This design comes from an exercise in tuning for small area, a short achievable clock period and few clock cycles on the open sky130 flow, not from production work.
Only simulation tests tie the RTL to the original design; equivalence was not proved.

==> 04-19 <==
## schlappi_resampler
module schlappi_resampler (
    input  wire         clk,
    input  wire         rst,
    input  wire         cmd_valid,
    output wire         cmd_ready,
    input  wire [31:0]  cmd,
    input  wire [255:0] din,
    output reg          done,
    output wire [255:0] dout,
    output reg          ill
);
    wire [7:0]  op   = cmd[31:24];
    wire [3:0]  fn   = cmd[23:20];
    wire [3:0]  inst = cmd[19:16];
    wire [15:0] imm  = cmd[15:0];
    wire c_nop = (cmd == 32'h00000000);
    wire c_rst = (cmd == 32'h01000000);
    wire c_ups = (op == 8'h10) && (fn == 4'd0) && (inst[3:1] == 3'd0) && (imm == 16'd0);
    wire c_dec = (op == 8'h11) && (fn == 4'd0) && (inst == 4'd0) && (imm == 16'd0);
    localparam [1:0] T_UPS = 2'd0, T_DEC = 2'd1, T_BUB = 2'd2;
    reg [4:0]  fq [0:7];
    reg [2:0]  fq_h, fq_t;
    reg [3:0]  fq_n;
    reg        u_busy;           
    reg [3:0]  u_cnt;
    reg        u_u;              
    reg        u_bank;
  ...
export LEC_CHECK = 0
export CAP_MARGIN = 20
export CORE_MARGIN = 2
export CORE_UTILIZATION = 50
export SLEW_MARGIN = 20
create_clock -name core_clock -period 40.0 [get_ports {clk}]
run.sh (not shown) runs the stock make flow with config.mk's settings and CLKGATE_MAP_FILE= SYNTH_SCRIPT=/design/flow/synth_recipe.tcl, a recipe that flattens the netlist after the stock synthesis.
==> inputs of 09-28, as changes to 04-19 <==
--- a/flow/design.v
+++ b/flow/design.v
@@ -2,18 +2,24 @@
     input  wire              sign,
     input  wire signed [9:0] e,
     input  wire       [47:0] w,
     output wire       [31:0] y
 );
     wire        sub = (e < 10'sd1);
     wire [3:0]  d   = sub ? (4'd1 - e[3:0]) : 4'd0;    
-    wire [62:0] sh  = {w, 15'd0} >> d;
-    wire [23:0] m   = sh[62:39];
-    wire        g   = sh[38];
-    wire        st  = |sh[37:0];
+    wire [24:0] mg  = w[47:23] >> d;
+    wire [23:0] m   = mg[24:1];
+    wire        g   = mg[0];
+    reg  [14:0] lost;
+    integer k;
+    always @* begin
+        for (k = 0; k < 15; k = k + 1)
+            lost[k] = w[23 + k] & (k < d);
+    end
+    wire        st  = (|w[22:0]) | (|lost);
     wire [7:0]  ef  = sub ? 8'd0 : (m[23] ? e[7:0] : 8'd0);
     wire        inc = g & (st | m[0]);
     wire [30:0] mag = {ef, m[22:0]} + {30'd0, inc};
     assign y = {sign, mag};
 endmodule
 module rs_fp_mul (
     input  wire        clk,
@@ -980,18 +986,25 @@
     wire [26:0] ls   = fsw ? {ala[26:1], ala[0] | sta} : {alb[26:1], alb[0] | stb};
     wire [23:0] mgf  = fsw ? mb : ma;
     wire [7:0]  xgf  = fsw ? xb : xa;
     wire [27:0] lg   = {1'b0, mgf, 3'd0};
     wire [27:0] fs   = sub ? (lg - {1'b0, ls}) : (lg + {1'b0, ls});
     wire        fC   = fs[27];
     wire        fN   = !fs[27] && (fs[26] || !sub);
-    wire [23:0] fm   = fC ? fs[27:4] : (fN ? fs[26:3] : fs[25:2]);
-    wire        fg   = fC ? fs[3]    : (fN ? fs[2]    : fs[1]);
-    wire        fst  = fC ? (|fs[2:0]) : (fN ? (|fs[1:0]) : fs[0]);
-    wire [7:0]  fe   = fC ? xgf + 8'd1 : (fN ? (fs[26] ? xgf : 8'd0) : xgf - 8'd1);
+    wire [30:0] vC   = {xgf + 8'd1, fs[26:4]};
+    wire        iC   = fs[3] & ((|fs[2:0]) | fs[4]);
+    wire [30:0] vN   = {fs[26] ? xgf : 8'd0, fs[25:3]};
+    wire        iN   = fs[2] & ((|fs[1:0]) | fs[3]);
+    wire [30:0] vL   = {xgf - 8'd1, fs[24:2]};
+    wire        iL   = fs[1] & (fs[0] | fs[2]);
+    wire [30:0] rC, rN, rL;
+    rs_inc u_iC (.v(vC), .inc(iC), .y(rC));
+    rs_inc u_iN (.v(vN), .inc(iN), .y(rN));
+    rs_inc u_iL (.v(vL), .inc(iL), .y(rL));
+    wire [30:0] fr   = fC ? rC : (fN ? rN : rL);
     wire        fsg  = fsw ? b[31] : a[31];
     wire        fz   = (fs == 28'd0);
     wire        nsw  = b[30:0] > a[30:0];
     wire        nd1  = (xa != xb);
     wire [23:0] mX   = nsw ? mb : ma;
     wire [23:0] mY   = nsw ? ma : mb;
     wire [7:0]  xgn  = nsw ? xb : xa;
@@ -1011,25 +1024,39 @@
     wire [4:0]  lz   = {z16, z8, z4, z2, z1};
     wire [24:0] nn   = nD << lz;
     wire [23:0] nm   = nn[24:1];
     wire        ng   = nn[0];
     wire [7:0]  ne   = nn[24] ? (xgn - {3'd0, lz}) : 8'd0;
     wire        nsg  = nsw ? b[31] : a[31];
     wire        nz   = (nD == 25'd0);
+    wire [30:0] vn0  = {nD[24] ? xgn : 8'd0, nD[23:1]};
+    wire [30:0] rn0;
+    rs_inc u_in (.v(vn0), .inc(nD[0] & nD[1]), .y(rn0));
+    wire [30:0] rn   = srch[24] ? rn0 : {ne, nm[22:0]};
     wire        near = sub && (dab[8] ? (dba[7:0] <= 8'd1) : (dab[7:0] <= 8'd1));
-    wire [23:0] m    = near ? nm  : fm;
-    wire        g    = near ? ng  : fg;
-    wire        st   = near ? 1'b0 : fst;
-    wire [7:0]  ef   = near ? ne  : fe;
+    wire [30:0] mag  = near ? rn  : fr;
     wire        sg   = near ? nsg : fsg;
     wire        zero = near ? nz  : fz;
-    wire        inc  = g & (st | m[0]);
-    wire [30:0] mag  = {ef, m[22:0]} + {30'd0, inc};
     assign y = zero ? {a[31] & b[31], 31'd0} : {sg, mag};
 endmodule
+module rs_inc (
+    input  wire [30:0] v,
+    input  wire        inc,
+    output wire [30:0] y
+);
+    wire [30:0] c;
+    assign c[0] = 1'b1;
+    genvar q;
+    generate
+        for (q = 1; q < 31; q = q + 1) begin : g_c
+            assign c[q] = &v[q-1:0];
+        end
+    endgenerate
+    assign y = v ^ (c & {31{inc}});
+endmodule
 module rs_san (
     input  wire [31:0] a,
     output wire [31:0] y
 );
     localparam [30:0] VLIM = 31'h47800000;
     wire is_nan = (a[30:23] == 8'hff) && (a[22:0] != 23'd0);
     assign y = is_nan           ? 32'h00000000 :
@@ -1118,19 +1145,18 @@
     reg [4:0]  fq [0:7];
     reg [2:0]  fq_h, fq_t;
     reg [3:0]  fq_n;
     reg        u_busy;           
     reg [3:0]  u_cnt;
     reg        u_u;              
     reg        u_bank;
-    reg [1:0]  u_base;           
+    reg [2:0]  u_base;           
     reg [2:0]  u_vc;             
     reg        up_v;             
     reg        up_u, up_bank;
-    reg [31:0] up_x;
     reg        d_busy;           
     reg [4:0]  d_cnt;
     reg        d_id;
     reg [2:0]  d_base;           
     reg [2:0]  d_vc;             
     reg        dp_v;             
     reg        dp_id;
@@ -1139,28 +1165,29 @@
     reg [1:0]  bank_used, bank_done;
     reg [1:0]  dr_used, dr_done;
     assign cmd_ready = !up_v && !dp_v && (fq_n[3] == 1'b0);
     wire accept = cmd_valid && cmd_ready;
     wire a_ups = accept && c_ups;
     wire a_dec = accept && c_dec;
     wire a_rst = accept && c_rst;
-    reg [31:0] h [0:1][0:3];
-    reg [1:0]  hwp [0:1];
+    reg [31:0] h [0:1][0:4];
+    reg [2:0]  hwp [0:1];
     reg [2:0]  hcnt [0:1];
     reg [31:0] z [0:4][0:7];
     reg [2:0]  zwp;
     reg [2:0]  zcnt;
     wire [2:0] zwp_n = (zwp == 3'd4) ? 3'd0 : zwp + 3'd1;
+    wire [2:0] hwp0_n = (hwp[0] == 3'd4) ? 3'd0 : hwp[0] + 3'd1;
+    wire [2:0] hwp1_n = (hwp[1] == 3'd4) ? 3'd0 : hwp[1] + 3'd1;
     wire u_free   = !u_busy || (u_cnt == 4'd15);
     wire us_src_p = up_v;
     wire us_want  = up_v || a_ups;
     wire us_bank  = up_v ? up_bank : ups_tog;
     wire us_go    = us_want && u_free && !bank_used[us_bank];
     wire us_u     = up_v ? up_u : inst[0];
-    wire [31:0] us_x = up_v ? up_x : din[31:0];
     wire d_free   = !d_busy || (d_cnt == 5'd31);
     wire ds_want  = dp_v || a_dec;
     wire ds_id    = dp_v ? dp_id : dec_tog;
     wire ds_go    = ds_want && d_free && !dr_used[ds_id];
     wire [2:0] ds_base = dp_v ? dp_base : zwp;
     wire [2:0] ds_vc   = dp_v ? dp_vc : ((zcnt == 3'd4) ? 3'd4 : zcnt + 3'd1);
     reg  [4:0] fh;
@@ -1172,31 +1199,33 @@
     wire       ret_bub = ret && (fh[4:3] == T_BUB);
     wire [4:0] fpush  = {c_ups ? T_UPS : (c_dec ? T_DEC : T_BUB),
                          c_ups ? ups_tog : dec_tog,
                          !(c_ups | c_dec | c_nop | c_rst), c_rst};
     wire [2:0] fq_h_n = ret ? fq_h + 3'd1 : fq_h;
     wire [3:0] fq_n_n = fq_n + {3'd0, accept} - {3'd0, ret};
     integer j, b;
+    reg rst_r;
+    always @(posedge clk) rst_r <= rst;
     always @(posedge clk) begin
-        if (us_go && !rst)
-            h[us_u][hwp[us_u]] <= us_x;
+        if (!up_v) begin
+            h[0][hwp[0]] <= din[31:0];
+            h[1][hwp[1]] <= din[31:0];
+        end
         if (!dp_v)
             for (j = 0; j < 8; j = j + 1)
                 z[zwp][j] <= din[32*j +: 32];
-        if (up_v == 1'b0 && a_ups && !us_go)
-            up_x <= din[31:0];
     end
     always @(posedge clk) begin
         if (rst) begin
             fq_h <= 3'd0; fq_t <= 3'd0; fq_n <= 4'd0; f_any <= 1'b0;
             u_busy <= 1'b0; up_v <= 1'b0;
             d_busy <= 1'b0; dp_v <= 1'b0;
             ups_tog <= 1'b0; dec_tog <= 1'b0;
             bank_used <= 2'b00; dr_used <= 2'b00;
-            hwp[0] <= 2'd0; hwp[1] <= 2'd0; hcnt[0] <= 3'd0; hcnt[1] <= 3'd0;
+            hwp[0] <= 3'd0; hwp[1] <= 3'd0; hcnt[0] <= 3'd0; hcnt[1] <= 3'd0;
             zwp <= 3'd0; zcnt <= 3'd0;
         end else begin
             if (accept) begin
                 fq[fq_t] <= fpush;
                 fq_t <= fq_t + 3'd1;
             end
             if (ret) fq_h <= fq_h + 3'd1;
@@ -1208,15 +1237,16 @@
             if (us_go) begin
                 u_busy <= 1'b1;
                 u_cnt  <= 4'd0;
                 u_u    <= us_u;
                 u_bank <= us_bank;
                 u_base <= hwp[us_u];
                 u_vc   <= (a_rst) ? 3'd0 : ((hcnt[us_u] == 3'd4) ? 3'd4 : hcnt[us_u] + 3'd1);
-                hwp[us_u] <= hwp[us_u] + 2'd1;
+                if (us_u) hwp[1] <= hwp1_n;
+                else      hwp[0] <= hwp0_n;
             end else if (u_busy) begin
                 u_cnt <= u_cnt + 4'd1;
                 if (u_cnt == 4'd15) u_busy <= 1'b0;
             end
             if (a_ups && !us_go) begin
                 up_v <= 1'b1; up_u <= inst[0]; up_bank <= ups_tog;
             end else if (us_go) begin
@@ -1252,15 +1282,15 @@
                 else if (ret_ups && fh[2] == b[0]) bank_used[b] <= 1'b0;
                 if (ds_go && ds_id == b[0]) dr_used[b] <= 1'b1;
                 else if (ret_dec && fh[2] == b[0]) dr_used[b] <= 1'b0;
             end
         end
     end
     wire [1:0]  uj    = u_cnt[1:0];
-    wire [1:0]  uslot = u_base - uj;
+    wire [2:0]  uslot = (u_base >= {1'b0, uj}) ? u_base - {1'b0, uj} : u_base + 3'd5 - {1'b0, uj};
     wire        uval  = {1'b0, uj} < u_vc;
     wire [31:0] uraw  = uval ? h[u_u][uslot] : 32'd0;
     wire [1:0]  dage  = d_cnt[4:3];
     wire [2:0]  dbank = (d_base >= {1'b0, dage}) ? d_base - {1'b0, dage} : d_base + 3'd5 - {1'b0, dage};
     wire [2:0]  dword = 3'd7 - d_cnt[2:0];
     wire        dval  = {1'b0, dage} < d_vc;
     wire [31:0] draw  = dval ? z[dbank][dword] : 32'd0;
@@ -1330,15 +1360,15 @@
     wire fin_d = ad_v && (ad_cnt == 5'd31);
     reg  [31:0] hold_x, hold_y, hold_d;
     reg         gx_v, gy_v, gd_v;
     reg  [2:0]  gx_i, gy_i;
     reg         gx_bank, gy_bank, gd_id;
     wire        take_d = gd_v && !gx_v && !gy_v;
     always @(posedge clk) begin
-        if (rst) begin
+        if (rst_r) begin
             acc_x <= 32'd0; acc_y <= 32'd0; acc_d <= 32'd0;
         end else begin
             if (au_v) begin
                 acc_x <= fin_u ? 32'd0 : sx;
                 acc_y <= fin_u ? 32'd0 : sy;
             end
             if (ad_v) acc_d <= fin_d ? 32'd0 : sd;
@@ -1404,15 +1434,15 @@
     reg [31:0] dreg [0:7];
     generate
         genvar g;
         for (g = 0; g < 8; g = g + 1) begin : g_dout
             assign dout[32*g +: 32] = dreg[g];
         end
     endgenerate
-    wire clr = rst | (ret_bub & fh[0]);
+    wire clr = rst_r | (ret_bub & fh[0]);
     always @(posedge clk) begin
         for (b = 0; b < 8; b = b + 1) begin
             if (clr)
                 dreg[b] <= 32'd0;
             else if (ret_ups)
                 dreg[b] <= sb[fh[2]][b];
             else if (ret_dec && b == 0)
- CORE_UTILIZATION: 50 -> 62
==> inputs of 08-25, as changes to 04-19 <==
--- a/flow/design.v
+++ b/flow/design.v
@@ -2,18 +2,24 @@
     input  wire              sign,
     input  wire signed [9:0] e,
     input  wire       [47:0] w,
     output wire       [31:0] y
 );
     wire        sub = (e < 10'sd1);
     wire [3:0]  d   = sub ? (4'd1 - e[3:0]) : 4'd0;    
-    wire [62:0] sh  = {w, 15'd0} >> d;
-    wire [23:0] m   = sh[62:39];
-    wire        g   = sh[38];
-    wire        st  = |sh[37:0];
+    wire [24:0] mg  = w[47:23] >> d;
+    wire [23:0] m   = mg[24:1];
+    wire        g   = mg[0];
+    reg  [14:0] lost;
+    integer k;
+    always @* begin
+        for (k = 0; k < 15; k = k + 1)
+            lost[k] = w[23 + k] & (k < d);
+    end
+    wire        st  = (|w[22:0]) | (|lost);
     wire [7:0]  ef  = sub ? 8'd0 : (m[23] ? e[7:0] : 8'd0);
     wire        inc = g & (st | m[0]);
     wire [30:0] mag = {ef, m[22:0]} + {30'd0, inc};
     assign y = {sign, mag};
 endmodule
 module rs_fp_mul (
     input  wire        clk,
@@ -980,18 +986,25 @@
     wire [26:0] ls   = fsw ? {ala[26:1], ala[0] | sta} : {alb[26:1], alb[0] | stb};
     wire [23:0] mgf  = fsw ? mb : ma;
     wire [7:0]  xgf  = fsw ? xb : xa;
     wire [27:0] lg   = {1'b0, mgf, 3'd0};
     wire [27:0] fs   = sub ? (lg - {1'b0, ls}) : (lg + {1'b0, ls});
     wire        fC   = fs[27];
     wire        fN   = !fs[27] && (fs[26] || !sub);
-    wire [23:0] fm   = fC ? fs[27:4] : (fN ? fs[26:3] : fs[25:2]);
-    wire        fg   = fC ? fs[3]    : (fN ? fs[2]    : fs[1]);
-    wire        fst  = fC ? (|fs[2:0]) : (fN ? (|fs[1:0]) : fs[0]);
-    wire [7:0]  fe   = fC ? xgf + 8'd1 : (fN ? (fs[26] ? xgf : 8'd0) : xgf - 8'd1);
+    wire [30:0] vC   = {xgf + 8'd1, fs[26:4]};
+    wire        iC   = fs[3] & ((|fs[2:0]) | fs[4]);
+    wire [30:0] vN   = {fs[26] ? xgf : 8'd0, fs[25:3]};
+    wire        iN   = fs[2] & ((|fs[1:0]) | fs[3]);
+    wire [30:0] vL   = {xgf - 8'd1, fs[24:2]};
+    wire        iL   = fs[1] & (fs[0] | fs[2]);
+    wire [30:0] rC, rN, rL;
+    rs_inc u_iC (.v(vC), .inc(iC), .y(rC));
+    rs_inc u_iN (.v(vN), .inc(iN), .y(rN));
+    rs_inc u_iL (.v(vL), .inc(iL), .y(rL));
+    wire [30:0] fr   = fC ? rC : (fN ? rN : rL);
     wire        fsg  = fsw ? b[31] : a[31];
     wire        fz   = (fs == 28'd0);
     wire        nsw  = b[30:0] > a[30:0];
     wire        nd1  = (xa != xb);
     wire [23:0] mX   = nsw ? mb : ma;
     wire [23:0] mY   = nsw ? ma : mb;
     wire [7:0]  xgn  = nsw ? xb : xa;
@@ -1011,25 +1024,39 @@
     wire [4:0]  lz   = {z16, z8, z4, z2, z1};
     wire [24:0] nn   = nD << lz;
     wire [23:0] nm   = nn[24:1];
     wire        ng   = nn[0];
     wire [7:0]  ne   = nn[24] ? (xgn - {3'd0, lz}) : 8'd0;
     wire        nsg  = nsw ? b[31] : a[31];
     wire        nz   = (nD == 25'd0);
+    wire [30:0] vn0  = {nD[24] ? xgn : 8'd0, nD[23:1]};
+    wire [30:0] rn0;
+    rs_inc u_in (.v(vn0), .inc(nD[0] & nD[1]), .y(rn0));
+    wire [30:0] rn   = srch[24] ? rn0 : {ne, nm[22:0]};
     wire        near = sub && (dab[8] ? (dba[7:0] <= 8'd1) : (dab[7:0] <= 8'd1));
-    wire [23:0] m    = near ? nm  : fm;
-    wire        g    = near ? ng  : fg;
-    wire        st   = near ? 1'b0 : fst;
-    wire [7:0]  ef   = near ? ne  : fe;
+    wire [30:0] mag  = near ? rn  : fr;
     wire        sg   = near ? nsg : fsg;
     wire        zero = near ? nz  : fz;
-    wire        inc  = g & (st | m[0]);
-    wire [30:0] mag  = {ef, m[22:0]} + {30'd0, inc};
     assign y = zero ? {a[31] & b[31], 31'd0} : {sg, mag};
 endmodule
+module rs_inc (
+    input  wire [30:0] v,
+    input  wire        inc,
+    output wire [30:0] y
+);
+    wire [30:0] c;
+    assign c[0] = 1'b1;
+    genvar q;
+    generate
+        for (q = 1; q < 31; q = q + 1) begin : g_c
+            assign c[q] = &v[q-1:0];
+        end
+    endgenerate
+    assign y = v ^ (c & {31{inc}});
+endmodule
 module rs_san (
     input  wire [31:0] a,
     output wire [31:0] y
 );
     localparam [30:0] VLIM = 31'h47800000;
     wire is_nan = (a[30:23] == 8'hff) && (a[22:0] != 23'd0);
     assign y = is_nan           ? 32'h00000000 :
@@ -1118,19 +1145,18 @@
     reg [4:0]  fq [0:7];
     reg [2:0]  fq_h, fq_t;
     reg [3:0]  fq_n;
     reg        u_busy;           
     reg [3:0]  u_cnt;
     reg        u_u;              
     reg        u_bank;
-    reg [1:0]  u_base;           
+    reg [2:0]  u_base;           
     reg [2:0]  u_vc;             
     reg        up_v;             
     reg        up_u, up_bank;
-    reg [31:0] up_x;
     reg        d_busy;           
     reg [4:0]  d_cnt;
     reg        d_id;
     reg [2:0]  d_base;           
     reg [2:0]  d_vc;             
     reg        dp_v;             
     reg        dp_id;
@@ -1139,28 +1165,29 @@
     reg [1:0]  bank_used, bank_done;
     reg [1:0]  dr_used, dr_done;
     assign cmd_ready = !up_v && !dp_v && (fq_n[3] == 1'b0);
     wire accept = cmd_valid && cmd_ready;
     wire a_ups = accept && c_ups;
     wire a_dec = accept && c_dec;
     wire a_rst = accept && c_rst;
-    reg [31:0] h [0:1][0:3];
-    reg [1:0]  hwp [0:1];
+    reg [31:0] h [0:1][0:4];
+    reg [2:0]  hwp [0:1];
     reg [2:0]  hcnt [0:1];
     reg [31:0] z [0:4][0:7];
     reg [2:0]  zwp;
     reg [2:0]  zcnt;
     wire [2:0] zwp_n = (zwp == 3'd4) ? 3'd0 : zwp + 3'd1;
+    wire [2:0] hwp0_n = (hwp[0] == 3'd4) ? 3'd0 : hwp[0] + 3'd1;
+    wire [2:0] hwp1_n = (hwp[1] == 3'd4) ? 3'd0 : hwp[1] + 3'd1;
     wire u_free   = !u_busy || (u_cnt == 4'd15);
     wire us_src_p = up_v;
     wire us_want  = up_v || a_ups;
     wire us_bank  = up_v ? up_bank : ups_tog;
     wire us_go    = us_want && u_free && !bank_used[us_bank];
     wire us_u     = up_v ? up_u : inst[0];
-    wire [31:0] us_x = up_v ? up_x : din[31:0];
     wire d_free   = !d_busy || (d_cnt == 5'd31);
     wire ds_want  = dp_v || a_dec;
     wire ds_id    = dp_v ? dp_id : dec_tog;
     wire ds_go    = ds_want && d_free && !dr_used[ds_id];
     wire [2:0] ds_base = dp_v ? dp_base : zwp;
     wire [2:0] ds_vc   = dp_v ? dp_vc : ((zcnt == 3'd4) ? 3'd4 : zcnt + 3'd1);
     reg  [4:0] fh;
@@ -1172,31 +1199,33 @@
     wire       ret_bub = ret && (fh[4:3] == T_BUB);
     wire [4:0] fpush  = {c_ups ? T_UPS : (c_dec ? T_DEC : T_BUB),
                          c_ups ? ups_tog : dec_tog,
                          !(c_ups | c_dec | c_nop | c_rst), c_rst};
     wire [2:0] fq_h_n = ret ? fq_h + 3'd1 : fq_h;
     wire [3:0] fq_n_n = fq_n + {3'd0, accept} - {3'd0, ret};
     integer j, b;
+    reg rst_r;
+    always @(posedge clk) rst_r <= rst;
     always @(posedge clk) begin
-        if (us_go && !rst)
-            h[us_u][hwp[us_u]] <= us_x;
+        if (!up_v) begin
+            h[0][hwp[0]] <= din[31:0];
+            h[1][hwp[1]] <= din[31:0];
+        end
         if (!dp_v)
             for (j = 0; j < 8; j = j + 1)
                 z[zwp][j] <= din[32*j +: 32];
-        if (up_v == 1'b0 && a_ups && !us_go)
-            up_x <= din[31:0];
     end
     always @(posedge clk) begin
         if (rst) begin
             fq_h <= 3'd0; fq_t <= 3'd0; fq_n <= 4'd0; f_any <= 1'b0;
             u_busy <= 1'b0; up_v <= 1'b0;
             d_busy <= 1'b0; dp_v <= 1'b0;
             ups_tog <= 1'b0; dec_tog <= 1'b0;
             bank_used <= 2'b00; dr_used <= 2'b00;
-            hwp[0] <= 2'd0; hwp[1] <= 2'd0; hcnt[0] <= 3'd0; hcnt[1] <= 3'd0;
+            hwp[0] <= 3'd0; hwp[1] <= 3'd0; hcnt[0] <= 3'd0; hcnt[1] <= 3'd0;
             zwp <= 3'd0; zcnt <= 3'd0;
         end else begin
             if (accept) begin
                 fq[fq_t] <= fpush;
                 fq_t <= fq_t + 3'd1;
             end
             if (ret) fq_h <= fq_h + 3'd1;
@@ -1208,15 +1237,16 @@
             if (us_go) begin
                 u_busy <= 1'b1;
                 u_cnt  <= 4'd0;
                 u_u    <= us_u;
                 u_bank <= us_bank;
                 u_base <= hwp[us_u];
                 u_vc   <= (a_rst) ? 3'd0 : ((hcnt[us_u] == 3'd4) ? 3'd4 : hcnt[us_u] + 3'd1);
-                hwp[us_u] <= hwp[us_u] + 2'd1;
+                if (us_u) hwp[1] <= hwp1_n;
+                else      hwp[0] <= hwp0_n;
             end else if (u_busy) begin
                 u_cnt <= u_cnt + 4'd1;
                 if (u_cnt == 4'd15) u_busy <= 1'b0;
             end
             if (a_ups && !us_go) begin
                 up_v <= 1'b1; up_u <= inst[0]; up_bank <= ups_tog;
             end else if (us_go) begin
@@ -1252,15 +1282,15 @@
                 else if (ret_ups && fh[2] == b[0]) bank_used[b] <= 1'b0;
                 if (ds_go && ds_id == b[0]) dr_used[b] <= 1'b1;
                 else if (ret_dec && fh[2] == b[0]) dr_used[b] <= 1'b0;
             end
         end
     end
     wire [1:0]  uj    = u_cnt[1:0];
-    wire [1:0]  uslot = u_base - uj;
+    wire [2:0]  uslot = (u_base >= {1'b0, uj}) ? u_base - {1'b0, uj} : u_base + 3'd5 - {1'b0, uj};
     wire        uval  = {1'b0, uj} < u_vc;
     wire [31:0] uraw  = uval ? h[u_u][uslot] : 32'd0;
     wire [1:0]  dage  = d_cnt[4:3];
     wire [2:0]  dbank = (d_base >= {1'b0, dage}) ? d_base - {1'b0, dage} : d_base + 3'd5 - {1'b0, dage};
     wire [2:0]  dword = 3'd7 - d_cnt[2:0];
     wire        dval  = {1'b0, dage} < d_vc;
     wire [31:0] draw  = dval ? z[dbank][dword] : 32'd0;
@@ -1330,15 +1360,15 @@
     wire fin_d = ad_v && (ad_cnt == 5'd31);
     reg  [31:0] hold_x, hold_y, hold_d;
     reg         gx_v, gy_v, gd_v;
     reg  [2:0]  gx_i, gy_i;
     reg         gx_bank, gy_bank, gd_id;
     wire        take_d = gd_v && !gx_v && !gy_v;
     always @(posedge clk) begin
-        if (rst) begin
+        if (rst_r) begin
             acc_x <= 32'd0; acc_y <= 32'd0; acc_d <= 32'd0;
         end else begin
             if (au_v) begin
                 acc_x <= fin_u ? 32'd0 : sx;
                 acc_y <= fin_u ? 32'd0 : sy;
             end
             if (ad_v) acc_d <= fin_d ? 32'd0 : sd;
@@ -1404,15 +1434,15 @@
     reg [31:0] dreg [0:7];
     generate
         genvar g;
         for (g = 0; g < 8; g = g + 1) begin : g_dout
             assign dout[32*g +: 32] = dreg[g];
         end
     endgenerate
-    wire clr = rst | (ret_bub & fh[0]);
+    wire clr = rst_r | (ret_bub & fh[0]);
     always @(posedge clk) begin
         for (b = 0; b < 8; b = b + 1) begin
             if (clr)
                 dreg[b] <= 32'd0;
             else if (ret_ups)
                 dreg[b] <= sb[fh[2]][b];
             else if (ret_dec && b == 0)
==> results.cfg <==
[global_route]
met1_usage = 0.452
grt.total_usage = 0.329

[power]
ir_drop_mv = 0.0590

[setup_path]
worstReg2RegStart = ap_y[25]
worstPathMaxFanout = 63
crit_required_ns = 40.64
worst_r2r_endpoint = hold_y[20]

[layout]
instances_no_fill = 28800

[synth]
yosys.area.top_type_share = 0.303
synth_compound_gate_area_share = 0.154
yosys.area_share.adder = 0.131
yosysUniqueCellTypes = 146

[outcome]
status = complete, no violations

[drt]
num_vias = 181000
Source of the figures above: 04-19

==> results.cfg <==
[setup_path]
setup.worst_path.end = hold_y[30]
worstPathMaxFanout = 71
worst_r2r_endpoint = hold_y[30]
worstReg2RegStart = ap_y[30]

[layout]
instances_no_fill = 29600
ff_latch_area_um2 = 89300
mostFrequentLayoutCells = sky130_fd_sc_hd__edfxtp_1 (2357), sky130_fd_sc_hd__inv_1 (1828), sky130_fd_sc_hd__nand2_1 (1686)
multi_input_cells = 16500

[drt]
num_vias = 186000
drc = 0
drt_pre_antenna_iters = 10

[global_route]
grt.total_usage = 0.326

[synth]
yosys.area.top_type_share = 0.300
mappedNetlistNets = 25400

[outcome]
status = complete, no violations

[clock_tree]
cts_max_level = 5
Source of the figures above: 08-25

==> results.cfg <==
[power]
powerSeq_uw = 3960

[outcome]
status = complete, no violations

[setup_path]
crit_required_ns = 40.65
worstPathMaxFanout = 73
worst_r2r_endpoint = hold_y[30]
worstReg2RegStart = ap_y[26]

[drt]
num_vias = 193000

[global_route]
met1_usage = 0.555

[synth]
synth_compound_gate_area_share = 0.159
yosysUniqueCellTypes = 150
yosys.area_share.adder = 0.133

[layout]
instances_no_fill = 28400
Source of the figures above: 09-28

Testbench counts of 04-19, summed over its fixed seeds: cycles 16,584.
Testbench counts of 09-28, summed over its fixed seeds: cycles 16,584.
Testbench counts of 08-25, summed over its fixed seeds: cycles 16,584.

-- what the ideal ports hide --
Ports are ideal in the flow. The routed layouts listed here were re-timed in OpenROAD. Step 1, drivers: a clkbuf_16 drives clk and a buf_2 each remaining input, both assumed. Step 2 also shifts input and output timing later by t, the mid clock arrival at the registers, as if the neighbouring blocks saw the same clock. a / b / c = ideal / step 1 / step 2; a / b = the first two.
run	shift t [ns]	setup WS [ns]	worst hold slack (ns)
04-19	1.047	26.652 / 26.652 / 26.652	0.321 / 0.321 / 0.321
09-28	1.082	27.337 / 27.337 / 27.337	0.326 / 0.326 / 0.326
08-25	1.072	27.224 / 27.224 / 27.224	0.325 / 0.325 / 0.325
After both steps setup and hold are still met in every run listed.
